From an optimization exercise on the open Yosys and OpenROAD flow, aimed at small area; shortcuts taken in it are not production practice. Where RTL was checked, it was by simulation tests only, not by an equivalence proof against the original. For runs 2 and 3, only the layout was checked, not whether the RTL still works. Power is estimated from default activity; no workload was simulated.

--- design/flow/design.v ---
module mse_quantizer (
    input  wire [15:0] raw,
    output wire [4:0]  code       
);
    wire        neg = raw[15];
    wire [14:0] u   = raw[14:0] ^ {15{neg}};
    function automatic uge15(input [14:0] a, input [14:0] b);
        reg c;
        integer i;
        begin
            c = 1'b1;
            for (i = 0; i < 15; i = i + 1)
                c = (a[i] & ~b[i]) | (c & ~(a[i] ^ b[i]));
            uge15 = c;
        end
    endfunction
    reg [3:0] lvl;
    integer k;
    always @* begin
        lvl = 4'd0;
        for (k = 1; k <= 12; k = k + 1)
            if (uge15(u, neg ? 15'(k * 2520 - 1) : 15'(k * 2520))) lvl = 4'(k);
    end
    assign code = {neg, lvl};
endmodule
module mse_qlevel (
    input  wire [4:0]  code,
    output reg  [15:0] q
);
    always @* begin
        case (code)
            5'd0: q = 16'h0000;
            5'd1: q = 16'h04C1;
            5'd2: q = 16'h09CB;
            5'd3: q = 16'h0F23;
            5'd4: q = 16'h14CB;
            5'd5: q = 16'h1AC9;
            5'd6: q = 16'h2123;
            5'd7: q = 16'h27DD;
            5'd8: q = 16'h2EFD;
            5'd9: q = 16'h368B;
            5'd10: q = 16'h3E8B;
            5'd11: q = 16'h4705;
            5'd12: q = 16'h5000;
            5'd16: q = 16'h0000;
            5'd17: q = 16'hFB3F;
            5'd18: q = 16'hF635;
            5'd19: q = 16'hF0DD;
            5'd20: q = 16'hEB35;
            5'd21: q = 16'hE537;
            5'd22: q = 16'hDEDD;
            5'd23: q = 16'hD823;
            5'd24: q = 16'hD103;
            5'd25: q = 16'hC975;
            5'd26: q = 16'hC175;
            5'd27: q = 16'hB8FB;
            5'd28: q = 16'hB000;
            5'd13, 5'd14, 5'd15: q = 16'h5000;
            default: q = 16'hB000;
        endcase
    end
endmodule
module mse_core (
    input  wire        clk,
    input  wire        rst,
    input  wire        cmd_valid,
    output wire        cmd_ready,
    input  wire [31:0] cmd,
    output wire        rsp_valid,
    output wire [15:0] rsp,
    output wire        rsp_err
);
    function automatic [21:0] radd(input [21:0] a, input [21:0] b, input ci);
        logic c;
        c = ci;
        for (int i = 0; i < 22; i++) begin
            radd[i] = a[i] ^ b[i] ^ c;
            c = (a[i] & b[i]) | (c & (a[i] ^ b[i]));
        end
    endfunction
    function automatic logic uge(input [15:0] a, input [15:0] b);
        logic c;
        c = 1'b1;
        for (int i = 0; i < 16; i++)
            c = (a[i] & ~b[i]) | (c & ~(a[i] ^ b[i]));
        uge = c;
    endfunction
    function automatic [3:0] inc4(input [3:0] a);
        inc4 = radd({18'd0, a}, 22'd0, 1'b1);
    endfunction
    function automatic [3:0] dec4(input [3:0] a);
        dec4 = radd({18'd0, a}, {18'd0, 4'hF}, 1'b0);
    endfunction
    localparam [3:0] OP_INIT = 4'h1, OP_SETFN = 4'h2, OP_SETMODE = 4'h3,
                     OP_SETPAR = 4'h4, OP_CPYPAR = 4'h5, OP_PROC = 4'h6,
                     OP_BUF = 4'h7, OP_CFG = 4'h8, OP_QNT = 4'h9,
                     OP_LEDF = 4'hA, OP_LEDN = 4'hB;
    localparam [2:0] RT_ZERO = 3'd0, RT_ERR = 3'd1, RT_QNT = 3'd2, RT_LEDF = 3'd3,
                     RT_LEDN = 3'd4, RT_PROC = 3'd5;
    logic [15:0][15:0] r;         
    logic [15:0]       rf;        
    logic [3:0]        ph;        
    logic [15:0]       q0, q1, q2, q3;    
    logic [2:0]        func;
    logic              mode;
    logic [3:0]        idx;       
    logic [1:0]        fs;        
    logic [4:0]        lq;        
    logic              cp_act;    
    logic [1:0]        cp_nm1;    
    logic [1:0]        cp_k;      
    logic              cp_bad;
    logic [15:0]       cb0, cb1, cb2;    
    logic              busy;
    logic [4:0]        cnt;       
    logic [2:0]        rt;        
    logic              bmcfg;     
    logic              clr;       
    logic              pdec;      
    logic              pgate;     
    logic              stb;       
    logic [3:0]        chg;       
    assign cmd_ready = ~busy;
    wire is_r   = (func == 3'd0);
    wire is_pal = (func != 3'd0) & ~func[2];
    wire is_pw  = (func == 3'd1);
    wire is_pa  = (func == 3'd2);
    wire is_pc  = (func == 3'd3);
    wire is_bm  = func[2];
    wire is_ba  = (func == 3'd4);
    wire is_bb  = (func == 3'd5);
    wire is_bd  = (func == 3'd7);
    wire is_bab = is_ba | is_bb;      
    wire [15:0] p0 = q0 ^ 16'h8000, p1 = q1 ^ 16'h8000, p2 = q2 ^ 16'h8000, p3 = q3 ^ 16'h8000;
    logic [15:0] e2, e3;
    always_comb begin
        e2 = p2;
        e3 = p3;
        if (mode) begin
            e2 = is_pc ? p1 : 16'h8000;
            e3 = is_r ? 16'hC000 : (is_pa ? 16'h2000 : 16'h8000);
        end
    end
    wire [3:0]  c4     = p0[15:12];           
    wire [15:0] s1     = p1 ^ 16'h8000;
    wire [14:0] cmp_c  = p1[15:1];            
    wire [15:0] offs   = e2 ^ 16'h8000;
    wire [14:0] dcmp   = e2[15:1];            
    wire [14:0] metro  = e3[15:1];
    wire [2:0]  bcm1   = is_bb ? 3'd3 : (is_bd ? (mode ? 3'd7 : p3[15:13]) : 3'd7);    
    wire [1:0]  bframe = is_bab ? fs : idx[3:2];
    wire        xfer = cmd_valid & ~busy;
    wire [3:0]  opc  = cmd[31:28];
    wire [7:0]  fa   = cmd[23:16];
    wire [15:0] imm  = cmd[15:0];
    wire        g1r  = fa[1];
    wire        g2   = fa[2];
    wire        g2r  = fa[3];
    logic legal;
    always_comb begin
        legal = 1'b0;
        if (cmd[27:24] == 4'd0) begin
            case (opc)
                OP_INIT:    legal = (imm == 16'd0);
                OP_SETFN:   legal = (fa[7:3] == 5'd0) && (imm == 16'd0);
                OP_SETMODE: legal = (fa[7:1] == 7'd0) && (imm == 16'd0);
                OP_SETPAR:  legal = (fa[7:2] == 6'd0);
                OP_CPYPAR:  legal = (fa[7:3] == 5'd0) && (imm == 16'd0) && (fa[2:0] <= 3'd4);
                OP_PROC:    legal = (imm == 16'd0);
                OP_BUF, OP_CFG, OP_LEDF, OP_LEDN:
                            legal = (fa == 8'd0) && (imm == 16'd0);
                OP_QNT:     legal = (fa == 8'd0);
                default:    legal = 1'b0;
            endcase
        end
    end
    wire hdr      = xfer & ~cp_act;
    wire cp_start = hdr & legal & (opc == OP_CPYPAR) & (fa[2:0] != 3'd0);
    wire dat      = xfer & cp_act;
    wire dat_last = dat & (cp_k == cp_nm1);
    wire dat_bad  = cp_bad | (cmd[31:16] != 16'd0);
    wire exec     = (hdr & ~cp_start) | dat_last;
    wire ok       = cp_act ? ~dat_bad : legal;
    wire [3:0] eop = cp_act ? OP_CPYPAR : opc;
    wire run      = exec & ok;
    function automatic logic flag_of(input logic [15:0] f, input logic [3:0] j, input logic [3:0] p);
        logic [3:0] s;
        s = radd({18'd0, j}, {18'd0, ~p}, 1'b1);
        flag_of = f[s];
    endfunction
    logic [2:0] rz_s;
    always_comb begin
        rz_s = idx[2:0];
        if (g1r) rz_s = inc4({1'b0, rz_s});
        if (g2r) rz_s = 3'd0;
    end
    wire [3:0] pi_old = uge({12'd0, c4}, {12'd0, idx}) ? idx : 4'd0;
    wire [3:0] pi_new = g1r ? ((pi_old == c4) ? 4'd0 : inc4(pi_old)) : pi_old;
    wire       p_dec  = is_pc & g1r & ~fs[1];
    wire       p_gate = is_pw ? g2r : (g2 & ~(fs[0] & (idx == pi_new)));
    wire [1:0] p_fs   = {g2 | (~g1r & fs[1]), g2};
    logic [2:0] b_i, b_n;
    logic [1:0] b_fr;
    logic       b_flip;
    always_comb begin
        b_i    = uge({13'd0, bcm1}, {13'd0, idx[2:0]}) ? idx[2:0] : 3'd0;
        b_fr   = fs;
        b_flip = fs[0];
        b_n    = 3'd0;
        if (g2r) begin
            if (is_bab) begin
                if (is_bb) b_fr = (fs == 2'd0) ? 2'd1 : (fs == 2'd1) ? 2'd2 : 2'd0;
                else       b_fr = (fs == 2'd0) ? 2'd1 : 2'd0;
            end else begin
                b_flip = ~fs[0];
                if (fs[0]) begin
                    b_n = (b_i == bcm1) ? 3'd0 : inc4({1'b0, b_i});
                    if (flag_of(rf, {1'b0, b_n}, ph)) b_n = 3'd0;
                    b_i = b_n;
                end
            end
        end
        if (g1r) begin
            b_n = (b_i == bcm1) ? 3'd0 : inc4({1'b0, b_i});
            if (flag_of(rf, is_bb ? {b_fr, b_n[1:0]} : {1'b0, b_n}, ph)) b_n = 3'd0;
            b_i = b_n;
        end
    end
    wire [3:0] tgt = is_bb ? {fs, idx[1:0]} : idx;
    wire        proc_ring = (rt == RT_PROC) & ~is_r;
    wire        stb_now   = stb | (ph == 4'd12);
    wire [3:0]  e_old     = (idx == 4'd0) ? c4 : dec4(idx);
    wire [1:0]   wsel = {ph[1] & ~mode, ph[0]};
    logic [15:0] wk;
    always_comb begin
        case (wsel)
            2'd0:    wk = p0;
            2'd1:    wk = p1;
            2'd2:    wk = p2;
            default: wk = p3;
        endcase
        if (mode & is_bd & (ph[1:0] == 2'd3)) wk = 16'hFFFF;
        wk = wk ^ 16'h8000;
    end
    wire slot_ok = ~(is_bd & (ph[1:0] == 2'd3));
    logic [15:0] v0, v1, v2;
    logic [21:0] dsum, gsum;
    always_comb begin
        v0   = r[0];
        dsum = radd({7'd0, v0[14:0]}, ~{7'd0, dcmp}, 1'b1);
        v1   = v0;
        if (pdec && ph == e_old) v1 = dsum[21] ? 16'd0 : dsum[15:0];
        gsum = radd({{6{v1[15]}}, v1}, is_pc ? {7'd0, cmp_c} : {{6{s1[15] ^ is_pw}}, s1 ^ {16{is_pw}}}, is_pw);
        v2   = v1;
        if (pgate && ph == idx) begin
            if (is_pw)             v2 = s1;
            else if (gsum[21])     v2 = 16'd0;
            else if (gsum[15])     v2 = 16'h7FFF;
            else                   v2 = gsum[15:0];
        end
    end
    logic [15:0] hw;
    logic [3:0]  n_chg;
    always_comb begin
        hw    = r[0];
        n_chg = chg;
        if (busy) begin
            if (clr) hw = 16'd0;
            if (bmcfg && stb_now) begin
                if (ph[3:2] == 2'd3) begin
                    n_chg[ph[1:0]] = slot_ok & ((clr ? 16'd0 : r[0]) != wk);
                    if (slot_ok) hw = wk;
                end else if (ph[3:2] == bframe && chg[ph[1:0]]) begin
                    hw = wk;
                end
            end
            if (proc_ring & is_pal) hw = v2;
        end
    end
    wire hflag = hw[15] & (hw[14:10] == 5'd0) & (~hw[9] | (hw[8:0] == 9'd0));
    wire done  = (cnt[4] | (cnt == 5'd16)) & (~bmcfg | (stb_now & (ph == 4'd11)));
    assign rsp_valid = busy & (proc_ring ? (ph == tgt) : (cnt == 5'd16));
    assign rsp_err   = (rt == RT_ERR);
    wire [4:0]  qc_raw;
    mse_quantizer u_qnt (.raw((rt == RT_QNT) ? cb0 : r[0]), .code(qc_raw));
    wire [4:0]  qc    = {qc_raw[4] ^ (is_bm & ~is_bab & fs[0] & (rt == RT_PROC)), qc_raw[3:0]};
    wire [4:0]  qsel  = (rt == RT_LEDN) ? lq : qc;
    wire [15:0] qv;
    mse_qlevel u_qlv (.code(qsel), .q(qv));
    wire [2:0]  rs   = idx[2:0];
    wire [15:0] rz_e = cnt[0] ? p0 : p1;
    wire [21:0] rz_y = radd({6'd0, rz_e}, {4'd0, rz_e, 2'd0}, 1'b0);
    wire [21:0] rz_z = radd({6'd0, rz_y[15:0]}, {4'd0, rz_y[15:0], 2'd0}, 1'b0);
    wire [2:0]  rz_d = rs[2] ? rz_z[18:16] : rz_y[18:16];
    logic [3:0] rz_sub;
    always_comb begin
        if (cnt[0]) begin    
            case (rz_d)
                3'd0:    rz_sub = 4'b0000;
                3'd1:    rz_sub = 4'b1000;
                3'd2:    rz_sub = 4'b1010;
                3'd3:    rz_sub = 4'b1011;
                default: rz_sub = 4'b1111;
            endcase
        end else begin       
            case (rz_d)
                3'd0:    rz_sub = 4'b0000;
                3'd1:    rz_sub = 4'b0010;
                3'd2:    rz_sub = 4'b0101;
                3'd3:    rz_sub = 4'b0110;
                default: rz_sub = 4'b1101;
            endcase
        end
    end
    wire        rz_bit = rz_sub[~rs[1:0]];
    logic       rz_ma;
    always_ff @(posedge clk) rz_ma <= rz_bit;
    wire        ma   = rz_ma;
    wire        mb   = rz_bit;
    wire [14:0] bal  = e2[15:1];
    wire [15:0] lvl  = e3 ^ 16'h8000;
    wire [15:0] ca   = ma ? {1'b0, bal ^ {15{~rs[2]}}} : 16'd0;
    logic [14:0] pulse;
    always_comb begin
        if (idx == 4'd0)                                  pulse = metro;
        else if (c4[0] && idx == inc4({1'b0, c4[3:1]})) pulse = {1'b0, metro[14:1]};
        else                                              pulse = 15'd0;
    end
    wire [15:0] op1  = is_r ? ca : v2;
    wire [15:0] op2  = is_r ? (mb ? lvl : 16'd0) : (is_pa ? offs : 16'd0);
    wire [14:0] op3  = is_pa ? pulse : 15'd0;
    wire [21:0] acc  = radd(radd({{6{op1[15]}}, op1}, {{6{op2[15]}}, op2}, 1'b0), {7'd0, op3}, 1'b0);
    wire [15:0] x16  = is_pw ? ((pgate | gsum[21]) ? s1 : v1) :
                       (~acc[21] & (acc[16] | acc[15])) ? 16'h7FFF :
                       ( acc[21] & ~(acc[16] & acc[15])) ? 16'h8000 : acc[15:0];
    wire [21:0] p5   = radd({{6{x16[15]}}, x16}, {{4{x16[15]}}, x16, 2'b00}, 1'b0);
    wire [15:0] pal_out = p5[18:3];
    wire [15:0] rz_out  = x16;
    wire [7:0] ledf = is_bb ? ((bframe == 2'd0) ? 8'd85 : (bframe == 2'd1) ? 8'd170 : 8'd255)
                            : ((bframe == 2'd0) ? 8'd127 : 8'd255);
    logic [15:0] rsp_v;
    always_comb begin
        case (rt)
            RT_QNT:  rsp_v = qv;
            RT_LEDF: rsp_v = is_bm ? {8'd0, ledf} : 16'd0;
            RT_LEDN: rsp_v = is_bm ? {8'd0, ~qv[15], qv[14:8]} : 16'd0;
            RT_PROC: rsp_v = is_r ? rz_out : (is_pal ? pal_out : qv);
            default: rsp_v = 16'd0;
        endcase
    end
    assign rsp = rsp_v;
    always_ff @(posedge clk) begin
        ph <= inc4(ph);
        r  <= {hw, r[15:1]};
        rf <= {hflag, rf[15:1]};
    end
    wire par_clr = rst | (run & (eop == OP_INIT));
    wire ld_sp   = run & (eop == OP_SETPAR);
    wire ld_cp   = run & (eop == OP_CPYPAR) & cp_act;
    wire ld0 = (ld_sp & (fa[1:0] == 2'd0)) | ld_cp;
    wire ld1 = (ld_sp & (fa[1:0] == 2'd1)) | (ld_cp & (cp_nm1 != 2'd0));
    wire ld2 = (ld_sp & (fa[1:0] == 2'd2)) | (ld_cp & cp_nm1[1]);
    wire ld3 = (ld_sp & (fa[1:0] == 2'd3)) | (ld_cp & (cp_nm1 == 2'd3));
    wire [15:0] src0 = (cp_act & (cp_nm1 != 2'd0)) ? cb0 : imm;
    wire [15:0] src1 = (cp_act & (cp_nm1 != 2'd1)) ? cb1 : imm;
    wire [15:0] src2 = (cp_act & (cp_nm1 != 2'd2)) ? cb2 : imm;
    always_ff @(posedge clk) begin
        if (par_clr) begin
            q0 <= 16'd0; q1 <= 16'd0; q2 <= 16'd0; q3 <= 16'd0;
        end else begin
            if (ld0) q0 <= src0 ^ 16'h8000;
            if (ld1) q1 <= src1 ^ 16'h8000;
            if (ld2) q2 <= src2 ^ 16'h8000;
            if (ld3) q3 <= imm ^ 16'h8000;
        end
    end
    wire [2:0] nfunc = (eop == OP_INIT) ? 3'd0 : (eop == OP_SETFN) ? fa[2:0] : func;
    always_ff @(posedge clk) begin
        if (rst) begin
            func <= 3'd0; mode <= 1'b0; idx <= 4'd0;
            cp_act <= 1'b0; busy <= 1'b0;
        end else begin
            if (xfer & (~cp_act | (cp_k == 2'd0))) cb0 <= imm;
            if (dat & (cp_k == 2'd1)) cb1 <= imm;
            if (dat & (cp_k == 2'd2)) cb2 <= imm;
            if (dat) begin
                cp_bad <= dat_bad;
                cp_k   <= inc4({2'b0, cp_k});
                if (dat_last) cp_act <= 1'b0;
            end
            if (cp_start) begin
                cp_act <= 1'b1;
                cp_nm1 <= dec4({1'b0, fa[2:0]});
                cp_k   <= 2'd0;
                cp_bad <= 1'b0;
            end
            if (busy) begin
                cnt <= radd({17'd0, cnt}, 22'd0, 1'b1);
                chg <= n_chg;
                if (bmcfg & stb_now) stb <= 1'b1;
                if (rsp_valid & (rt == RT_PROC) & is_bm) lq <= qc;
                if (done) busy <= 1'b0;
            end
            if (exec) begin
                busy  <= 1'b1;
                cnt   <= 5'd1;
                stb   <= 1'b0;
                bmcfg <= 1'b0;
                clr   <= 1'b0;
                pdec  <= 1'b0;
                pgate <= 1'b0;
                rt    <= ok ? RT_ZERO : RT_ERR;
            end
            if (run) begin
                case (eop)
                    OP_INIT: begin
                        mode <= 1'b0; func <= 3'd0; idx <= 4'd0;
                    end
                    OP_SETFN: begin
                        func <= fa[2:0]; idx <= 4'd0; fs <= 2'd0; lq <= 5'd0;
                        clr  <= (fa[2:0] != 3'd0);
                    end
                    OP_SETMODE: mode <= fa[0];
                    OP_PROC: begin
                        rt <= RT_PROC;
                        if (is_r) idx <= {1'b0, rz_s};
                        else if (is_pal) begin
                            idx   <= pi_new;
                            fs    <= p_fs;
                            pdec  <= p_dec;
                            pgate <= p_gate;
                        end else begin
                            idx <= {1'b0, b_i};
                            fs  <= is_bab ? b_fr : {1'b0, b_flip};
                        end
                    end
                    OP_QNT:  rt <= RT_QNT;
                    OP_LEDF: rt <= RT_LEDF;
                    OP_LEDN: rt <= RT_LEDN;
                    default: ;
                endcase
                case (eop)
                    OP_SETFN, OP_SETMODE, OP_SETPAR, OP_CPYPAR, OP_CFG:
                        bmcfg <= nfunc[2];
                    default: ;
                endcase
            end
        end
    end
endmodule
--- design/flow/run.sh ---
#!/bin/bash
# synth_recipe.tcl (not shown) runs the flow's synth.tcl, then flattens the netlist and writes it again
# the make line also repeats each setting of config.mk as NAME=value (left out here)
make -C /OpenROAD-flow-scripts/flow DESIGN_CONFIG=/design/flow/config.mk WORK_HOME=/design/flow/orfs CLKGATE_MAP_FILE= SYNTH_SCRIPT=/design/flow/synth_recipe.tcl finish
--- design/flow/config.mk ---
export PLATFORM = sky130hd
export DESIGN_NAME = mse_core
export DESIGN_NICKNAME = mse_core
export VERILOG_FILES = /design/flow/design.v
export SDC_FILE = /design/flow/constraint.sdc
export NUM_CORES = 4
export LEC_CHECK = 0
export ABC_AREA = 1
export CAP_MARGIN = 0
export CORE_MARGIN = 2
export CORE_UTILIZATION = 45
export CTS_BUF_LIST = sky130_fd_sc_hd__clkbuf_4
export PLACE_DENSITY = 0.6
export SLEW_MARGIN = 0
--- design/flow/constraint.sdc ---
create_clock -name core_clock -period 40.0 [get_ports {clk}]
set_input_delay 8.0000 -clock core_clock [delete_from_list [all_inputs] [get_ports {clk}]]
set_output_delay 8.0000 -clock core_clock [all_outputs]
set_load 0.01 [all_outputs]
==> metrics.md, run 1 <==
| Metric | Value |
|---|---|
| Core area | 0.0479 sq mm |
| Syn nets | 2780 |
| Pint | 0.000755 W |
| Detail Route Antenna Nets | 0 |
| Seq/Total Area, Yosys | 0.426 |
| Maximum VDD drop | 0.0000385 V |
| IO Port Bufs | 53 |
| Hold Path Class | reg2reg |
| Slew Viols, Final | 0 |
| Gate power share | 0.207 |
| Initial Utilization | 0.457 |
| 1st-iter DRT viols | 1931 |
| Chip height | 225 microns |
| Area contributors post-synth | dfxtp_1 32%, edfxtp_1 11%, fa_1 8.3%, nand2_1 7.9%, o21ai_0 6.6% |
| Slowest-stage cell, CP | fa_1 |
| Net Sw Power | 0.000349 W |
| Share of the synthesized area in the top cell type | 0.321 |
| CP startpoint kind | flip-flop |
| Vias/cell | 5.66 |
| Site row count | 80 |
| DPL Wire Length | 60100 microns |
| Fin crit period | 37670 ps |
| I/O pin count | 54 |
| Syn_area_per_cell | 8.46 sq um |
| Cells after Synth | 2589 |
| Largest net degree at the start of global routing | 65 |
| Area leader, netlist | dfxtp_1 |
| Routability Congestion | 1.04 |
| Setup CP Type | reg2out |
| Post-CTS sizing | 0 |
| Synthesized flop and latch total | 428 |
| Total GRT Usage | 0.308 |
| Clk latency of the worst-skew pair | 920 ps |
| TritonCTS clock tree | yes |
| CP dominant cell by count | fa_1 |
| Worst Skew | 86.4 ps |
| Post-route DRC violation count | 0 |
| Post-synth EDFFs | 77 |
| Commonest non-fill, non-tap cell in the layout | nand2_1 |
| Drt wl/cell | 22.8 microns |
| Endpoints failing setup | 0 |
| Post-synth ARST share | 0 |
| RSZ-0062 raised after global routing | no |
| Final hold vios | 0 |
| Hold_sp | r[171] |
| Fin util | 0.509 |
| Vias in the first global route | 18300 |
| Num CTS Buffers | 105 |
| First-pass GRT wire length | 115000 microns |
| Slew headroom | 0.201 |
| Cell variety after synth | 66 |
| Final net count | 2870 |
| Longest Clk Path Bufs | 3 |
| Setup TNS | 0 ps |
| Lkg Pwr | 10.6 nW |
| Drt first pass iters | 5 |
| Slew @ Worst Pin | 1200 ps |
| Layout cells sized above 1 | 0.102 |
| Status | no timing/DRC/antenna violations |
| Critical Path End Type | primary output |
| Maxcap violations | 0 |
| Commonest non-fill, non-tap cells in the layout | 459 x nand2_1, 351 x dfxtp_1, 289 x inv_1 |
| Final worst-path cycle share | 0.942 |
| Fraction of power spent switching nets | 0.316 |
| Clk sinks | 428 |
| FF-to-FF Start | func[2] |
| F_max | 26.5 MHz |
| Crit. Startpoint | func[2] |
| CP Max Fanout | 18 |
| # H-tree levels | 3 |
| Clock network fraction of design power | 0.333 |
| Filler instances | 4707 |
| Data required, critical path | 32000 ps |
| Critical Path AT | 29670 ps |
| Layout overhead on the synthesized area | 11.4% |
| Initial antenna violation count | 4 |
| Root Buffer Master | clkbuf_4 |
| Total wire length | 77300 microns |
| Die area | 0.0505 sq mm |
| Synthesized area | 0.0219 sq mm |
| # hold bufs at CTS | 0 |
| Final global-route overflow total | 0 |
| Power density over the cells | 45.2 mW/mm^2 |
| Sequential power share | 0.461 |
| Yosys Warn Count | 3 |
| Main synth FF type | dfxtp_1 |
| Vias | 19200 |
| Clock slew at reported path FFs | 80 ps |
| Critical Path Max Stage Delay | 880 ps |
| Die width | 225 microns |
| Post-CTS setup buffers | 0 |
## worst max-delay path: cells and delay by family (launching register included)
family / cells / cell delay (ps)
buffers and inverters: 17 / 2420
AO/OA/AOI/OAI: 10 / 1870
flip-flops: 1 / 820
AND/OR/NAND/NOR: 6 / 790
adder cells (fa/ha/maj): 63 / 22860
## state kept, by name, summed over array words and instances, names as in the netlist, 2 cells and up
register	count
cp_k	2
chg	4
cnt	5
lq	5
idx	4
cp_nm1	2
ph	4
cb2	16
cb1	16
q1	16
q0	16
func	3
r	256
rf	16
q3	16
cb0	16
fs	2
rt	3
q2	16
## power groups by stage
| stage | registers (W) | clock network [W] | logic (W) |
|---|---|---|---|
| after floorplan | 0.000509 | 0 | 0.000158 |
| after global placement | 0.000517 | 0 | 0.000222 |
| after detailed placement | 0.000518 | 0 | 0.000223 |
| after CTS | 0.000509 | 0.000379 | 0.000224 |
| after global routing | 0.000513 | 0.000400 | 0.000255 |
| final | 0.000508 | 0.000367 | 0.000228 |
## stage by stage
step	hold WS (ps)	cells	worst slack, ps	power (W)	area [sq um]
3_5_place_dp	312	3187	3580	0.000741	23000
4_1_cts	322	3382	2570	0.00111	24400
3_3_place_gp	310	3187	3890	0.000739	23000
5_1_grt	322	3387	1220	0.00117	24400
6_report	318	3388	2330	0.00110	24400
2_1_floorplan	310	2589	6560	0.000666	21900
## layer usage
layer  global-route usage  part of all wire
met1                0.425              0.44
met2                0.480              0.44
met3               0.0534             0.078
met4                0.121             0.040
met5                    0           0.00017
## area by class of cell
class,count,area (sq um),area share
Inverter,316,1190,0.0487
Clock buffer,162,1220,0.0498
Antenna cell,6,15.0,0.000615
Multi-Input combinational cell,1743,10900,0.448
Sequential cell,428,9340,0.382
Timing Repair Buffer,85,771,0.0316
Clock inverter,33,185,0.00758
Tap cell,615,769,0.0315
## synth_stat cells (18+ instances only)
cell,count
xor2_1,32
o21ai_1,24
buf_2,21
ha_1,65
a211oi_1,22
o22ai_1,39
nand2_1,459
fa_1,91
xnor2_1,18
nand3_1,81
edfxtp_1,77
a21oi_1,151
dfxtp_1,351
mux2i_1,43
o211ai_1,28
inv_1,289
o21ai_0,288
nor2_1,202
clkbuf_1,62
## worst paths after layout
check | slack, ps | depth (start not counted) | endpoint
worst max-delay path | 2330 | 96 | rsp[13]
worst min-delay path | 320 | 0 | r[155]
worst max register to register | 23680 | 51 | rf[15]
worst min register to register | 320 | 0 | r[155]
## logic make-up after synthesis
| group | after synthesis | share of synthesized area |
|---|---|---|
| simple gates | 813 | 0.154 |
| compound gates | 677 | 0.181 |
| flops | 428 | 0.426 |
| buf+inv | 418 | 0.0759 |
| fa+ha+maj | 156 | 0.120 |
| xor+xnor | 54 | 0.0230 |
| mux | 43 | 0.0196 |
==> run 2: changes to the inputs <==
--- a/design/flow/design.v
+++ b/design/flow/design.v
@@ -120,7 +120,8 @@
     logic              pgate;     
     logic              stb;       
     logic [3:0]        chg;       
-    assign cmd_ready = ~busy;
+    logic pk;                     
+    assign cmd_ready = ~busy & pk;
     wire is_r   = (func == 3'd0);
     wire is_pal = (func != 3'd0) & ~func[2];
     wire is_pw  = (func == 3'd1);
@@ -149,7 +150,8 @@
     wire [14:0] metro  = e3[15:1];
     wire [2:0]  bcm1   = is_bb ? 3'd3 : (is_bd ? (mode ? 3'd7 : p3[15:13]) : 3'd7);    
     wire [1:0]  bframe = is_bab ? fs : idx[3:2];
-    wire        xfer = cmd_valid & ~busy;
+    wire        xfer = cmd_valid & ~busy & pk;
+    wire        peek = cmd_valid & ~pk;
     wire [3:0]  opc  = cmd[31:28];
     wire [7:0]  fa   = cmd[23:16];
     wire [15:0] imm  = cmd[15:0];
@@ -188,44 +190,26 @@
         s = radd({18'd0, j}, {18'd0, ~p}, 1'b1);
         flag_of = f[s];
     endfunction
-    logic [2:0] rz_s;
-    always_comb begin
-        rz_s = idx[2:0];
-        if (g1r) rz_s = inc4({1'b0, rz_s});
-        if (g2r) rz_s = 3'd0;
-    end
-    wire [3:0] pi_old = uge({12'd0, c4}, {12'd0, idx}) ? idx : 4'd0;
-    wire [3:0] pi_new = g1r ? ((pi_old == c4) ? 4'd0 : inc4(pi_old)) : pi_old;
-    wire       p_dec  = is_pc & g1r & ~fs[1];
-    wire       p_gate = is_pw ? g2r : (g2 & ~(fs[0] & (idx == pi_new)));
-    wire [1:0] p_fs   = {g2 | (~g1r & fs[1]), g2};
-    logic [2:0] b_i, b_n;
+    wire       is_cd  = is_bm & ~is_bab;
+    wire [3:0] cm1    = is_pal ? c4 : {1'b0, bcm1};
+    wire [3:0] x0     = uge({12'd0, cm1}, {12'd0, idx}) ? idx : 4'd0;
+    wire       a1     = is_bm ? (is_cd & g2r & fs[0]) : g1r;
+    wire [3:0] n1     = (x0 == cm1) ? 4'd0 : inc4(x0);
+    wire [3:0] y1     = a1 ? ((is_bm & flag_of(rf, n1, ph)) ? 4'd0 : n1) : x0;
     logic [1:0] b_fr;
-    logic       b_flip;
     always_comb begin
-        b_i    = uge({13'd0, bcm1}, {13'd0, idx[2:0]}) ? idx[2:0] : 3'd0;
-        b_fr   = fs;
-        b_flip = fs[0];
-        b_n    = 3'd0;
+        b_fr = fs;
         if (g2r) begin
-            if (is_bab) begin
-                if (is_bb) b_fr = (fs == 2'd0) ? 2'd1 : (fs == 2'd1) ? 2'd2 : 2'd0;
-                else       b_fr = (fs == 2'd0) ? 2'd1 : 2'd0;
-            end else begin
-                b_flip = ~fs[0];
-                if (fs[0]) begin
-                    b_n = (b_i == bcm1) ? 3'd0 : inc4({1'b0, b_i});
-                    if (flag_of(rf, {1'b0, b_n}, ph)) b_n = 3'd0;
-                    b_i = b_n;
-                end
-            end
-        end
-        if (g1r) begin
-            b_n = (b_i == bcm1) ? 3'd0 : inc4({1'b0, b_i});
-            if (flag_of(rf, is_bb ? {b_fr, b_n[1:0]} : {1'b0, b_n}, ph)) b_n = 3'd0;
-            b_i = b_n;
+            if (is_bb) b_fr = (fs == 2'd0) ? 2'd1 : (fs == 2'd1) ? 2'd2 : 2'd0;
+            else       b_fr = (fs == 2'd0) ? 2'd1 : 2'd0;
         end
     end
+    wire [3:0] n2     = (y1 == cm1) ? 4'd0 : inc4(y1);
+    wire [3:0] y2     = (is_bm & g1r) ? (flag_of(rf, is_bb ? {b_fr, n2[1:0]} : n2, ph) ? 4'd0 : n2) : y1;
+    wire [3:0] n_idx  = (is_r & g2r) ? 4'd0 : y2;
+    wire       p_dec  = is_pc & g1r & ~fs[1];
+    wire       p_gate = is_pw ? g2r : (g2 & ~(fs[0] & (idx == y1)));
+    wire [1:0] p_fs   = {g2 | (~g1r & fs[1]), g2};
     wire [3:0] tgt = is_bb ? {fs, idx[1:0]} : idx;
     wire        proc_ring = (rt == RT_PROC) & ~is_r;
     wire        stb_now   = stb | (ph == 4'd12);
@@ -361,28 +345,25 @@
     wire ld1 = (ld_sp & (fa[1:0] == 2'd1)) | (ld_cp & (cp_nm1 != 2'd0));
     wire ld2 = (ld_sp & (fa[1:0] == 2'd2)) | (ld_cp & cp_nm1[1]);
     wire ld3 = (ld_sp & (fa[1:0] == 2'd3)) | (ld_cp & (cp_nm1 == 2'd3));
-    wire [15:0] src0 = (cp_act & (cp_nm1 != 2'd0)) ? cb0 : imm;
-    wire [15:0] src1 = (cp_act & (cp_nm1 != 2'd1)) ? cb1 : imm;
-    wire [15:0] src2 = (cp_act & (cp_nm1 != 2'd2)) ? cb2 : imm;
     always_ff @(posedge clk) begin
         if (par_clr) begin
             q0 <= 16'd0; q1 <= 16'd0; q2 <= 16'd0; q3 <= 16'd0;
         end else begin
-            if (ld0) q0 <= src0 ^ 16'h8000;
-            if (ld1) q1 <= src1 ^ 16'h8000;
-            if (ld2) q2 <= src2 ^ 16'h8000;
+            if (ld0) q0 <= cb0 ^ 16'h8000;
+            if (ld1) q1 <= cb1 ^ 16'h8000;
+            if (ld2) q2 <= cb2 ^ 16'h8000;
             if (ld3) q3 <= imm ^ 16'h8000;
         end
     end
     wire [2:0] nfunc = (eop == OP_INIT) ? 3'd0 : (eop == OP_SETFN) ? fa[2:0] : func;
     always_ff @(posedge clk) begin
         if (rst) begin
-            func <= 3'd0; mode <= 1'b0; idx <= 4'd0;
+            func <= 3'd0; mode <= 1'b0; idx <= 4'd0; pk <= 1'b0;
             cp_act <= 1'b0; busy <= 1'b0;
         end else begin
-            if (xfer & (~cp_act | (cp_k == 2'd0))) cb0 <= imm;
-            if (dat & (cp_k == 2'd1)) cb1 <= imm;
-            if (dat & (cp_k == 2'd2)) cb2 <= imm;
+            if (peek & (~cp_act | (cp_k == 2'd0))) cb0 <= imm;
+            if (peek & (cp_act ? (cp_k == 2'd1) : (opc == OP_SETPAR) & (fa[1:0] == 2'd1))) cb1 <= imm;
+            if (peek & (cp_act ? (cp_k == 2'd2) : (opc == OP_SETPAR) & (fa[1:0] == 2'd2))) cb2 <= imm;
             if (dat) begin
                 cp_bad <= dat_bad;
                 cp_k   <= inc4({2'b0, cp_k});
@@ -394,6 +375,7 @@
                 cp_k   <= 2'd0;
                 cp_bad <= 1'b0;
             end
+            pk <= cmd_valid & ~xfer;
             if (busy) begin
                 cnt <= radd({17'd0, cnt}, 22'd0, 1'b1);
                 chg <= n_chg;
@@ -422,16 +404,14 @@
                     end
                     OP_SETMODE: mode <= fa[0];
                     OP_PROC: begin
-                        rt <= RT_PROC;
-                        if (is_r) idx <= {1'b0, rz_s};
-                        else if (is_pal) begin
-                            idx   <= pi_new;
+                        rt  <= RT_PROC;
+                        idx <= n_idx;
+                        if (is_pal) begin
                             fs    <= p_fs;
                             pdec  <= p_dec;
                             pgate <= p_gate;
-                        end else begin
-                            idx <= {1'b0, b_i};
-                            fs  <= is_bab ? b_fr : {1'b0, b_flip};
+                        end else if (is_bm) begin
+                            fs  <= is_bab ? b_fr : {1'b0, fs[0] ^ g2r};
                         end
                     end
                     OP_QNT:  rt <= RT_QNT;
--- a/design/flow/config.mk
+++ b/design/flow/config.mk
@@ -9,6 +9,8 @@
 export CAP_MARGIN = 0
 export CORE_MARGIN = 2
 export CORE_UTILIZATION = 45
-export CTS_BUF_LIST = sky130_fd_sc_hd__clkbuf_4
+export CTS_BUF_LIST = sky130_fd_sc_hd__clkbuf_8
+export CTS_CLUSTER_DIAMETER = 60
+export CTS_CLUSTER_SIZE = 16
 export PLACE_DENSITY = 0.6
 export SLEW_MARGIN = 0
==> metrics.md, run 2 <==
| Metric | Value |
|---|---|
| Post-CTS sizing | 0 |
| Area of all placed cells without fillers | 0.0233 sq mm |
| Drt first pass iters | 6 |
| Combined area of the multi-input logic cells | 0.0104 sq mm |
| Area contributors post-synth | dfxtp_1 33%, edfxtp_1 11%, fa_1 8.5%, nand2_1 7.2%, o21ai_0 6.4% |
| Slew headroom | 0.128 |
| Register Area | 0.00936 sq mm |
| TritonCTS clock tree | yes |
| Vias | 18000 |
| Count leader, synth | nand2_1 |
| Worst slack at placement | 4390 ps |
| Power density over the cells | 38.2 mW/mm^2 |
| Max FFs per register | 256 |
| CP Max Fanout | 21 |
| Post-route DRC violation count | 0 |
| Clk latency of the worst-skew pair | 640 ps |
| Slowest-stage cell, CP | dfxtp_1 |
| Final global-route overflow total | 0 |
| Lkg Pwr | 9.91 nW |
| Total GRT Usage | 0.295 |
| Hold Path Class | reg2reg |
| DPL Wire Length | 58100 microns |
| Routability Congestion | 1.04 |
| Slew @ Worst Pin | 1290 ps |
| Clock slew at reported path FFs | 100 ps |
| Detail Route Antenna Nets | 0 |
| # H-tree levels | 2 |
| Seq/Total Area, Yosys | 0.438 |
| Die width | 222 microns |
| Root Buffer Master | clkbuf_8 |
| Post-synth ARST share | 0 |
| Final hold vios | 0 |
| Critical Path Max Stage Delay | 910 ps |
| Setup CP Type | reg2out |
| F_max | 27.3 MHz |
| Slew Viols, Final | 0 |
| Cells after Synth | 2537 |
| Setup TNS | 0 ps |
| IO Port Bufs | 53 |
| Syn nets | 2725 |
| Commonest non-fill, non-tap cell in the layout | nand2_1 |
| 1st-iter DRT viols | 1949 |
| Share of the synthesized area in the top cell type | 0.329 |
| Layout overhead on the synthesized area | 8.74% |
| Drt wl/cell | 23.0 microns |
| Endpoints failing setup | 0 |
| Post-CTS setup buffers | 0 |
| Hold Slack | 320 ps |
| FF-to-FF Start | func[2] |
| Area leader, netlist | dfxtp_1 |
| I/O pin count | 54 |
| Main synth FF type | dfxtp_1 |
| RSZ-0062 raised after global routing | no |
| Hold_sp | r[79] |
| Synthesized flop and latch total | 429 |
| Critical Path End Type | primary output |
| Worst Path Buf+Inv | 17 |
| Layout cells sized above 1 | 0.0596 |
| R2R setup slack | 23860 ps |
| Final worst-path cycle share | 0.916 |
| CP dominant cell by count | fa_1 |
| Yosys Warn Count | 3 |
| Fin worst setup slack | 3360 ps |
| Longest Clk Path Bufs | 3 |
| Largest net degree at the start of global routing | 65 |
| CP startpoint kind | flip-flop |
| Maxcap violations | 0 |
| Die area | 0.0493 sq mm |
| Syn_area_per_cell | 8.43 sq um |
| Chip height | 222 microns |
| Core area | 0.0468 sq mm |
| Cell variety after synth | 63 |
| Worst Skew | 41.3 ps |
| First-pass GRT wire length | 108000 microns |
| Post-synth EDFFs | 77 |
| Num CTS Buffers | 39 |
| Clk sinks | 429 |
| Final net count | 2753 |
| Data required, critical path | 32000 ps |
| Commonest non-fill, non-tap cells in the layout | 408 x nand2_1, 352 x dfxtp_1, 322 x inv_1 |
| Crit. Startpoint | func[2] |
| Vias in the first global route | 16900 |
| Placed Area | 0.0225 sq mm |
| Maximum VDD drop | 0.0000343 V |
| Fin crit period | 36640 ps |
| Synthesized area | 0.0214 sq mm |
| Initial antenna violation count | 3 |
| # hold bufs at CTS | 0 |
| Largest delay share family, worst path | adder cells |
| Site row count | 79 |
| Initial Utilization | 0.457 |
| Vias/cell | 5.63 |
| Status | no timing/DRC/antenna violations |
| Top reg by flops | r |
| Critical Path AT | 28640 ps |
| Total wire length | 73500 microns |
| Post-synth top cells | 408 x nand2_1, 352 x dfxtp_1, 314 x inv_1, 273 x o21ai_0, 230 x nor2_1 |
| Filler instances | 4593 |
[run 2: changes by cell type after synthesis, moves of 7 or more]
cell	previous run	this run
mux2i_1	43	1
inv_1	289	314
buf_2	21	8
xor2_1	32	40
o22ai_1	39	49
nor2_1	202	230
nand2_1	459	408
clkbuf_1	62	73
a21oi_1	151	162
a31oi_1	15	8
o21ai_0	288	273
nand2_2	9	17
[run 2: layout make-up]
class | instances | area share
Antenna cell | 3 | 0.000323
Clock buffer | 40 | 0.0237
Clock inverter | 21 | 0.00834
Inverter | 337 | 0.0544
Multi-Input combinational cell | 1677 | 0.446
Sequential cell | 429 | 0.402
Tap cell | 607 | 0.0327
Timing Repair Buffer | 81 | 0.0319
[run 2: layer usage]
layer	vias to the layer above	global-route usage	part of all wire
met5	-	0	0
met4	0	0.119	0.039
met3	126	0.0537	0.078
met2	772	0.442	0.43
met1	8595	0.422	0.46
li1	8499	-	-
[run 2: path summary, 6_finish.rpt]
| path | end | cells past startpoint |
|---|---|---|
| min | r[63] | 0 |
| max reg2reg | rf[15] | 53 |
| max | rsp[13] | 96 |
| min reg2reg | r[63] | 0 |
[run 2: metrics by stage]
step / instances / util / total power [W]
global placement: 3131 / 0.481 / 0.000642
finish: 3195 / 0.497 / 0.000889
floorplan: 2537 / - / 0.000585
detailed placement: 3131 / 0.481 / 0.000643
CTS: 3192 / 0.497 / 0.000897
global route: 3192 / 0.497 / 0.000932
[run 2: report_power, final]
group / total (W) / internal, W / switching (W)
Combinational: 0.000159 / 0.0000481 / 0.000110
Sequential: 0.000477 / 0.000468 / 0.00000900
Clock: 0.000254 / 0.000100 / 0.000154
Total: 0.000889 / 0.000616 / 0.000273
[run 2: kinds of logic (layout without fill, tap and decap cells)]
family	after synthesis	count (layout)	share of synthesized area
buffers and inverters	431	479	0.0770
AOI/OAI and AO/OA	663	663	0.181
other	0	3	0
DFF	429	429	0.438
adders and majority gates	153	153	0.121
and+or+nand+nor	805	805	0.159
muxes	1	1	0.000468
xor gates and xnor gates	55	55	0.0232
==> run 3: changes to the inputs <==
==> design/flow/flow/run.sh (new file) <==
#!/bin/bash
# The standard layout (standard.sh), with three changes in how it is made:
#  - ABC maps the logic for area (flow/abc_area.script replaces ORFS's area script;
#    registers are untouched, so they keep the standard synthesis's names and cells);
#  - CTS without dummy loads, clustered onto clkbuf_8 leaf buffers;
#  - port buffers made with the smallest buffer.
# Every ORFS step writes its own log under orfs/logs; make's output goes to flow_make.log.
set -euo pipefail
rm -rf scripts_local
cp -r "$FLOW_HOME/scripts" scripts_local
cp flow/abc_area.script scripts_local/abc_area.script
export SCRIPTS_DIR="$PWD/scripts_local"
export CTS_ARGS="-sink_clustering_enable -repair_clock_nets -dont_use_dummy_load -buf_list sky130_fd_sc_hd__clkbuf_8 -sink_clustering_size 16 -sink_clustering_max_diameter 60"
export BUFFER_PORTS_ARGS="-buffer_cell sky130_fd_sc_hd__buf_1"
bash standard.sh > flow_make.log 2>&1
==> design/flow/flow/abc_area.script (new file) <==
strash
dch
map -a
amap
==> design/flow/standard.sh (new file) <==
#!/bin/bash
# synth_recipe.tcl (not shown) runs the flow's synth.tcl, then flattens the netlist and writes it again
# the make line also repeats each setting of config.mk as NAME=value (left out here)
make -C /OpenROAD-flow-scripts/flow DESIGN_CONFIG=/design/flow/config.mk WORK_HOME=/design/flow/orfs CLKGATE_MAP_FILE= SYNTH_SCRIPT=/design/flow/synth_recipe.tcl "${@:-finish}"
--- a/design/flow/config.mk
+++ b/design/flow/config.mk
@@ -9,8 +9,6 @@
 export CAP_MARGIN = 0
 export CORE_MARGIN = 2
 export CORE_UTILIZATION = 45
-export CTS_BUF_LIST = sky130_fd_sc_hd__clkbuf_8
-export CTS_CLUSTER_DIAMETER = 60
-export CTS_CLUSTER_SIZE = 16
+export CTS_BUF_LIST = sky130_fd_sc_hd__clkbuf_4
 export PLACE_DENSITY = 0.6
 export SLEW_MARGIN = 0
removed: design/flow/run.sh
==> metrics.md, run 3 <==
| Metric | Value |
|---|---|
| Top reg by flops | r |
| Synthesized area | 0.0201 sq mm |
| Placed Area | 0.0214 sq mm |
| Longest Clk Path Bufs | 3 |
| Worst Path Buf+Inv | 16 |
| Fraction of power spent switching nets | 0.281 |
| CP Max Fanout | 18 |
| Gr busiest metal | met1 |
| Commonest non-fill, non-tap cells in the layout | 352 x dfxtp_1, 338 x clkinv_1, 206 x o21ai_0 |
| Vias/cell | 6.04 |
| Drt first pass iters | 8 |
| I/O pin count | 54 |
| Post-synth ARST share | 0 |
| Final hold vios | 0 |
| Vias | 17000 |
| Initial Utilization | 0.455 |
| Commonest non-fill, non-tap cell in the layout | dfxtp_1 |
| Clock slew at reported path FFs | 90 ps |
| Grt met2 use | 0.413 |
| Total GRT Usage | 0.282 |
| Routability Congestion | 0.970 |
| GR Util met1 | 0.416 |
| Net Sw Power | 0.000234 W |
| Pint | 0.000598 W |
| Critical Path End Type | primary output |
| Critical Path AT | 28380 ps |
| Clk latency of the worst-skew pair | 610 ps |
| Largest net degree at the start of global routing | 65 |
| Filler instances | 4261 |
| First-pass GRT wire length | 100000 microns |
| Main synth FF type | dfxtp_1 |
| Initial antenna violation count | 3 |
| Slew Viols, Final | 0 |
| Site row count | 77 |
| Power density over the cells | 37.9 mW/mm^2 |
| Num CTS Buffers | 38 |
| Core area | 0.0441 sq mm |
| Critical Path Max Stage Delay | 710 ps |
| Seq/Total Area, Yosys | 0.466 |
| Area contributors post-synth | dfxtp_1 35%, edfxtp_1 12%, fa_1 9.1%, clkinv_1 6.3%, o21ai_0 5.2% |
| IO Port Bufs | 53 |
| Status | no timing/DRC/antenna violations |
| Vias in the first global route | 16100 |
| Final worst-path cycle share | 0.910 |
| Post-synth EDFFs | 77 |
| Maximum VDD drop | 0.0000384 V |
| Fin crit period | 36380 ps |
| GR Util met3 | 0.0589 |
| Clock network fraction of design power | 0.258 |
| RSZ-0062 raised after global routing | no |
| Slew headroom | 0.255 |
| Final global-route overflow total | 0 |
| Post-CTS setup buffers | 0 |
| TritonCTS clock tree | yes |
| Yosys Warn Count | 3 |
| Count leader, synth | dfxtp_1 |
| Hold Path Class | reg2reg |
| DPL Wire Length | 51200 microns |
| Clk sinks | 429 |
| Post-synth top cells | 352 x dfxtp_1, 338 x clkinv_1, 207 x o21ai_0, 184 x nor2_1, 145 x o22ai_1 |
| Drt wl/cell | 23.3 microns |
| Setup CP Type | reg2out |
| Area leader, netlist | dfxtp_1 |
| Worst Skew | 50.0 ps |
| Post-route DRC violation count | 0 |
| Synthesized flop and latch total | 429 |
| Worst slack at placement | 4410 ps |
| Largest delay share family, worst path | adder cells |
| Gate power share | 0.163 |
| Total wire length | 65500 microns |
| Detail Route Antenna Nets | 0 |
| Die area | 0.0463 sq mm |
| Layout cells sized above 1 | 0.0405 |
| Data required, critical path | 32000 ps |
| Syn nets | 2271 |
| # H-tree levels | 2 |
| Fin worst setup slack | 3620 ps |
| Setup TNS | 0 ps |
| Endpoints failing setup | 0 |
| Inserted Diodes | 0 |
| Lkg Pwr | 7.72 nW |
| # hold bufs at CTS | 0 |
| Root Buffer Master | clkbuf_8 |
| Final net count | 2411 |
| CP dominant cell by count | fa_1 |
| Post-CTS sizing | 0 |
| Cell variety after synth | 52 |
| Die width | 215 microns |
| Layout overhead on the synthesized area | 9.18% |
| Share of the synthesized area in the top cell type | 0.351 |
| Sequential power share | 0.579 |
| Slowest-stage cell, CP | nor2_1 |
| CP startpoint kind | flip-flop |
| Max FFs per register | 256 |
| Cells after Synth | 2083 |
| Syn_area_per_cell | 9.64 sq um |
| 1st-iter DRT viols | 1769 |
| F_max | 27.5 MHz |
| Slew @ Worst Pin | 1110 ps |
| Chip height | 215 microns |
| Maxcap violations | 0 |
| Area of all placed cells without fillers | 0.0219 sq mm |
## run 3: cell types whose count changed in the layout (fill, tap and decap cells not counted), sizes merged, moves of 67 or more
cell	change
buf	+72
o21ai	-92
clkinv	+324
a21oi	-79
inv	-344
nand3	-67
o22ai	+95
nand2	-327
## run 3: worst paths after layout
check / startpoint / to / slack (ps) / cells after the start
min: r[200] / r[184] / 280 / 0
min reg2reg: r[200] / r[184] / 280 / 0
max reg2reg: func[2] / rf[15] / 23880 / 53
max: func[2] / rsp[13] / 3620 / 97
## run 3: through the flow
step / total power, W / cells / utilization / hold WS (ps)
2_1_floorplan: 0.000575 / 2083 / - / 310
3_3_place_gp: 0.000624 / 2774 / 0.485 / 310
3_5_place_dp: 0.000624 / 2774 / 0.485 / 312
4_1_cts: 0.000839 / 2812 / 0.497 / 276
5_1_grt: 0.000873 / 2813 / 0.497 / 275
6_report: 0.000832 / 2813 / 0.497 / 277
## run 3: metal layers
metal  vias to the layer above  part of all wire
li1                       7874                 -
met1                      8226              0.46
met2                       763              0.42
met3                       112             0.086
met4                         4             0.029
met5                         -           0.00027
## run 3: cells by family after synthesis
family	share of synthesized area
flops	0.466
compound gates	0.246
buf+inv	0.0632
simple gates	0.0960
fa+ha+maj	0.129
## run 3: final cells by class
cell class | count | area (sq um) | area share
sequential | 429 | 9360 | 0.427
tap | 592 | 741 | 0.0338
inverter | 338 | 1270 | 0.0578
multi-input combinational | 1316 | 9490 | 0.433
timing repair buffer | 100 | 552 | 0.0252
clock buffer | 38 | 523 | 0.0238
## run 3: power by group through the flow
| stage | Combinational [W] | Sequential, W | Clock (W) |
|---|---|---|---|
| 3_5_place_dp | 0.000133 | 0.000491 | 0 |
| 4_1_cts | 0.000133 | 0.000482 | 0.000224 |
| 3_3_place_gp | 0.000133 | 0.000491 | 0 |
| 6_report | 0.000135 | 0.000481 | 0.000215 |
| 5_1_grt | 0.000150 | 0.000485 | 0.000238 |
| 2_1_floorplan | 0.0000888 | 0.000487 | 0 |
## run 3: worst register-to-register path: cells and delay by family, from the launching register on
| family | cells | cell delay (ps) |
|---|---|---|
| buffers and inverters | 10 | 1950 |
| AO/OA/AOI/OAI | 8 | 2100 |
| flip-flops | 1 | 320 |
| adder cells (fa/ha/maj) | 31 | 10210 |
| AND/OR/NAND/NOR | 4 | 1440 |
==> run 4: changes to the inputs <==
--- a/design/flow/design.v
+++ b/design/flow/design.v
@@ -25,40 +25,27 @@
 endmodule
 module mse_qlevel (
     input  wire [4:0]  code,
-    output reg  [15:0] q
+    output wire [15:0] q
 );
+    reg [15:0] l, lm;
     always @* begin
-        case (code)
-            5'd0: q = 16'h0000;
-            5'd1: q = 16'h04C1;
-            5'd2: q = 16'h09CB;
-            5'd3: q = 16'h0F23;
-            5'd4: q = 16'h14CB;
-            5'd5: q = 16'h1AC9;
-            5'd6: q = 16'h2123;
-            5'd7: q = 16'h27DD;
-            5'd8: q = 16'h2EFD;
-            5'd9: q = 16'h368B;
-            5'd10: q = 16'h3E8B;
-            5'd11: q = 16'h4705;
-            5'd12: q = 16'h5000;
-            5'd16: q = 16'h0000;
-            5'd17: q = 16'hFB3F;
-            5'd18: q = 16'hF635;
-            5'd19: q = 16'hF0DD;
-            5'd20: q = 16'hEB35;
-            5'd21: q = 16'hE537;
-            5'd22: q = 16'hDEDD;
-            5'd23: q = 16'hD823;
-            5'd24: q = 16'hD103;
-            5'd25: q = 16'hC975;
-            5'd26: q = 16'hC175;
-            5'd27: q = 16'hB8FB;
-            5'd28: q = 16'hB000;
-            5'd13, 5'd14, 5'd15: q = 16'h5000;
-            default: q = 16'hB000;
+        case (code[3:0])
+            4'd0: begin l = 16'd0; lm = 16'hFFFF; end
+            4'd1: begin l = 16'd1217; lm = 16'h04C0; end
+            4'd2: begin l = 16'd2507; lm = 16'h09CA; end
+            4'd3: begin l = 16'd3875; lm = 16'h0F22; end
+            4'd4: begin l = 16'd5323; lm = 16'h14CA; end
+            4'd5: begin l = 16'd6857; lm = 16'h1AC8; end
+            4'd6: begin l = 16'd8483; lm = 16'h2122; end
+            4'd7: begin l = 16'd10205; lm = 16'h27DC; end
+            4'd8: begin l = 16'd12029; lm = 16'h2EFC; end
+            4'd9: begin l = 16'd13963; lm = 16'h368A; end
+            4'd10: begin l = 16'd16011; lm = 16'h3E8A; end
+            4'd11: begin l = 16'd18181; lm = 16'h4704; end
+            default: begin l = 16'd20480; lm = 16'd20479; end
         endcase
     end
+    assign q = code[4] ? ~lm : l;
 endmodule
 module mse_core (
     input  wire        clk,
@@ -98,7 +85,6 @@
     localparam [2:0] RT_ZERO = 3'd0, RT_ERR = 3'd1, RT_QNT = 3'd2, RT_LEDF = 3'd3,
                      RT_LEDN = 3'd4, RT_PROC = 3'd5;
     logic [15:0][15:0] r;         
-    logic [15:0]       rf;        
     logic [3:0]        ph;        
     logic [15:0]       q0, q1, q2, q3;    
     logic [2:0]        func;
@@ -195,6 +181,8 @@
     wire [3:0] x0     = uge({12'd0, cm1}, {12'd0, idx}) ? idx : 4'd0;
     wire       a1     = is_bm ? (is_cd & g2r & fs[0]) : g1r;
     wire [3:0] n1     = (x0 == cm1) ? 4'd0 : inc4(x0);
+    logic [15:0] rf;      
+    always_comb for (int i = 0; i < 16; i++) rf[i] = r[i][5];
     wire [3:0] y1     = a1 ? ((is_bm & flag_of(rf, n1, ph)) ? 4'd0 : n1) : x0;
     logic [1:0] b_fr;
     always_comb begin
@@ -255,20 +243,20 @@
                     n_chg[ph[1:0]] = slot_ok & ((clr ? 16'd0 : r[0]) != wk);
                     if (slot_ok) hw = wk;
                 end else if (ph[3:2] == bframe && chg[ph[1:0]]) begin
-                    hw = wk;
+                    hw = {10'd0, wflag, wcode};
                 end
             end
             if (proc_ring & is_pal) hw = v2;
         end
     end
-    wire hflag = hw[15] & (hw[14:10] == 5'd0) & (~hw[9] | (hw[8:0] == 9'd0));
     wire done  = (cnt[4] | (cnt == 5'd16)) & (~bmcfg | (stb_now & (ph == 4'd11)));
     assign rsp_valid = busy & (proc_ring ? (ph == tgt) : (cnt == 5'd16));
     assign rsp_err   = (rt == RT_ERR);
-    wire [4:0]  qc_raw;
-    mse_quantizer u_qnt (.raw((rt == RT_QNT) ? cb0 : r[0]), .code(qc_raw));
-    wire [4:0]  qc    = {qc_raw[4] ^ (is_bm & ~is_bab & fs[0] & (rt == RT_PROC)), qc_raw[3:0]};
-    wire [4:0]  qsel  = (rt == RT_LEDN) ? lq : qc;
+    wire [4:0]  wcode;
+    mse_quantizer u_qnt (.raw((rt == RT_QNT) ? cb0 : wk), .code(wcode));
+    wire        wflag = wk[15] & (wk[14:10] == 5'd0) & (~wk[9] | (wk[8:0] == 9'd0));
+    wire [4:0]  qc    = {r[0][4] ^ (~is_bab & fs[0]), r[0][3:0]};
+    wire [4:0]  qsel  = (rt == RT_LEDN) ? lq : ((rt == RT_QNT) ? wcode : qc);
     wire [15:0] qv;
     mse_qlevel u_qlv (.code(qsel), .q(qv));
     wire [2:0]  rs   = idx[2:0];
@@ -336,7 +324,6 @@
     always_ff @(posedge clk) begin
         ph <= inc4(ph);
         r  <= {hw, r[15:1]};
-        rf <= {hflag, rf[15:1]};
     end
     wire par_clr = rst | (run & (eop == OP_INIT));
     wire ld_sp   = run & (eop == OP_SETPAR);
--- a/design/flow/flow/run.sh
+++ b/design/flow/flow/run.sh
@@ -1,6 +1,6 @@
 #!/bin/bash
 # The standard layout (standard.sh), with three changes in how it is made:
-#  - ABC maps the logic for area (flow/abc_area.script replaces ORFS's area script;
+#  - ABC maps the logic for area with amap (flow/abc_area.script replaces ORFS's area script;
 #    registers are untouched, so they keep the standard synthesis's names and cells);
 #  - CTS without dummy loads, clustered onto clkbuf_8 leaf buffers;
 #  - port buffers made with the smallest buffer.
==> design/flow/flow/abc_area.script (replaced) <==
strash
dch
amap
strash
dch
amap
--- a/design/flow/config.mk
+++ b/design/flow/config.mk
@@ -9,6 +9,8 @@
 export CAP_MARGIN = 0
 export CORE_MARGIN = 2
 export CORE_UTILIZATION = 45
-export CTS_BUF_LIST = sky130_fd_sc_hd__clkbuf_4
+export CTS_BUF_LIST = sky130_fd_sc_hd__clkbuf_8
+export CTS_CLUSTER_DIAMETER = 60
+export CTS_CLUSTER_SIZE = 16
 export PLACE_DENSITY = 0.6
 export SLEW_MARGIN = 0
==> metrics.md, run 4 <==
| Metric | Value |
|---|---|
| Max FFs per register | 256 |
| Critical Path End Type | primary output |
| I/O pin count | 54 |
| 1st-iter DRT viols | 2073 |
| Seq/Total Area, Yosys | 0.460 |
| Register Area | 0.00904 sq mm |
| Root Buffer Master | clkbuf_8 |
| F_max | 26.8 MHz |
| Worst Skew | 83.7 ps |
| Cells after Synth | 2047 |
| # H-tree levels | 2 |
| Count leader, synth | dfxtp_1 |
| Post-route DRC violation count | 0 |
| CP dominant cell by count | fa_1 |
| Data required, critical path | 32000 ps |
| TritonCTS clock tree | yes |
| Power density over the cells | 35.9 mW/mm^2 |
| Largest net degree at the start of global routing | 62 |
| Filler instances | 4090 |
| Fin crit period | 37300 ps |
| First-pass GRT wire length | 106000 microns |
| Layout cells sized above 1 | 0.0412 |
| Area contributors post-synth | dfxtp_1 34%, edfxtp_1 12%, fa_1 9.3%, o22ai_1 6.3%, nor2_1 5.0% |
| Final global-route overflow total | 0 |
| Clock slew at reported path FFs | 100 ps |
| Drt first pass iters | 6 |
| Combined area of the multi-input logic cells | 0.00972 sq mm |
| Post-synth ARST share | 0 |
| Total wire length | 72400 microns |
| Critical Path Max Stage Delay | 720 ps |
| Routability Congestion | 1.08 |
| Top reg by flops | r |
| Slew Viols, Final | 0 |
| # hold bufs at CTS | 0 |
| Vias in the first global route | 16000 |
| Final hold vios | 0 |
| Final net count | 2375 |
| Post-CTS setup buffers | 0 |
| Commonest non-fill, non-tap cells in the layout | 336 x dfxtp_1, 260 x nor2_1, 248 x clkinv_1 |
| Final worst-path cycle share | 0.932 |
| Layout overhead on the synthesized area | 9.44% |
| Area leader, netlist | dfxtp_1 |
| Setup CP Type | reg2out |
| Initial antenna violation count | 0 |
| DPL Wire Length | 56800 microns |
| Synthesized area | 0.0197 sq mm |
| Clk sinks | 413 |
| Yosys Warn Count | 3 |
| Post-synth top cells | 336 x dfxtp_1, 263 x nor2_1, 248 x clkinv_1, 199 x o22ai_1, 144 x a21oi_1 |
| IO Port Bufs | 53 |
| Slowest-stage cell, CP | dfxtp_1 |
| Placed Area | 0.0210 sq mm |
| Longest Clk Path Bufs | 3 |
| Drt wl/cell | 26.2 microns |
| CP Max Fanout | 16 |
| Status | no timing/DRC/antenna violations |
| Critical Path AT | 29300 ps |
| Hold Slack | 267 ps |
| Maximum VDD drop | 0.0000314 V |
| Slew headroom | 0.141 |
| Share of the synthesized area in the top cell type | 0.342 |
| Chip height | 213 microns |
| Worst Path Buf+Inv | 17 |
| Synthesized flop and latch total | 413 |
| Die area | 0.0454 sq mm |
| Commonest non-fill, non-tap cell in the layout | dfxtp_1 |
| Setup TNS | 0 ps |
| Core area | 0.0431 sq mm |
| Die width | 213 microns |
| Hold Path Class | reg2reg |
| Largest delay share family, worst path | adder cells |
| Vias | 17400 |
| Post-CTS sizing | 0 |
| RSZ-0062 raised after global routing | no |
| Clk latency of the worst-skew pair | 620 ps |
| Num CTS Buffers | 40 |
| Endpoints failing setup | 0 |
| Main synth FF type | dfxtp_1 |
| Cell variety after synth | 50 |
| Syn_area_per_cell | 9.60 sq um |
| Vias/cell | 6.27 |
| Slew @ Worst Pin | 1280 ps |
| Detail Route Antenna Nets | 0 |
| Syn nets | 2236 |
| CP startpoint kind | flip-flop |
| Total GRT Usage | 0.321 |
| Initial Utilization | 0.456 |
| Lkg Pwr | 7.57 nW |
| Area of all placed cells without fillers | 0.0215 sq mm |
| Site row count | 76 |
| Maxcap violations | 0 |
| Inserted Diodes | 0 |
| Post-synth EDFFs | 77 |
## run 4: cell count changes after synthesis, moves of 12 or more
cell | previous run | this run
o21a_1 | 24 | 10
clkinv_1 | 338 | 248
a21oi_1 | 87 | 144
dfxtp_1 | 352 | 336
or4_1 | 17 | 5
o221ai_1 | 53 | 11
a221oi_1 | 24 | 39
a211oi_1 | 6 | 19
o22ai_1 | 145 | 199
o21ai_0 | 207 | 117
nor3_1 | 44 | 23
nor2_1 | 184 | 263
## run 4: worst paths after layout
| check | start | endpoint | slack, ps | depth (start not counted) |
|---|---|---|---|---|
| worst max-delay path | func[2] | rsp[13] | 2700 | 98 |
| worst min-delay path | r[242] | r[226] | 270 | 0 |
| worst min register to register | r[242] | r[226] | 270 | 0 |
| worst max register to register | func[2] | r[245] | 24100 | 51 |
## run 4: layout make-up
type | instances | share of cell area
repair buffers | 97 | 0.0246
well taps | 585 | 0.0340
flip-flops and latches | 413 | 0.420
inverters | 248 | 0.0433
multi-input cells | 1386 | 0.452
clock buffers | 40 | 0.0256
## run 4: cells by family after synthesis
family,synth area share
buffers and inverters,0.0474
adder cells (fa/ha/maj),0.133
flip-flops,0.460
AO/OA/AOI/OAI,0.245
AND/OR/NAND/NOR,0.115
## run 4: layer usage
metal  track usage  vias up  wire length, microns
met3        0.0627      151                  6850
met2         0.478      975                 31100
li1              -     7831                     -
met5             0        -                     0
met4         0.127        0                  3190
met1         0.459     8411                 31300
## run 4: power by group
part / internal [W] / switching, W / total, W / leakage [nW]
Combinational: 0.0000277 / 0.0000615 / 0.0000892 / 3.82
Clock: 0.0000892 / 0.000129 / 0.000218 / 0.288
Sequential: 0.000453 / 0.0000108 / 0.000464 / 3.47
## run 4: through the flow
step	std cells	worst slack [ps]	utilization	power, W
final	2769	2700	0.499	0.000771
after global routing	2769	1310	0.499	0.000806
after CTS	2769	2890	0.499	0.000778
after detailed placement	2729	3610	0.486	0.000560
after global placement	2729	4170	0.486	0.000560
after floorplan	2047	5270	-	0.000523
## run 4: worst register-to-register path: cells and delay by family (launching register included)
family	cells	cell delay (ps)
DFF	1	720
buffers and inverters	9	1670
AOI/OAI and AO/OA	6	2080
and+or+nand+nor	5	800
adders and majority gates	31	10400

==> what the ideal ports hide <==
Ports are ideal in the flow. The routed layouts listed here were re-timed in OpenROAD. Step 1, drivers: a clkbuf_16 drives clk and a buf_2 each remaining input, both assumed. Step 2 adds t to the input delays and takes it off the output delays; t is the mean of the earliest and latest rising clock arrival at the registers after step 1. Input paths then give back, and output paths get back, about the clock's delay inside the block. Slacks: no drivers / after step 1 / after step 2; pairs: no drivers / after step 1.
run | t (ns) | setup slack, ns | worst setup path after step 2 | worst slew at a driven data input, ns
run 1 | 0.934 | 2.331 / 2.272 / 3.206 | register to output | 0.04
run 2 | 0.680 | 3.358 / 3.301 / 3.981 | register to output | 0.04
run 3 | 0.641 | 3.616 / 3.562 / 4.202 | register to output | 0.04
run 4 | 0.635 | 2.702 / 2.645 / 3.280 | register to output | 0.04
After both steps every run listed still meets setup and hold.
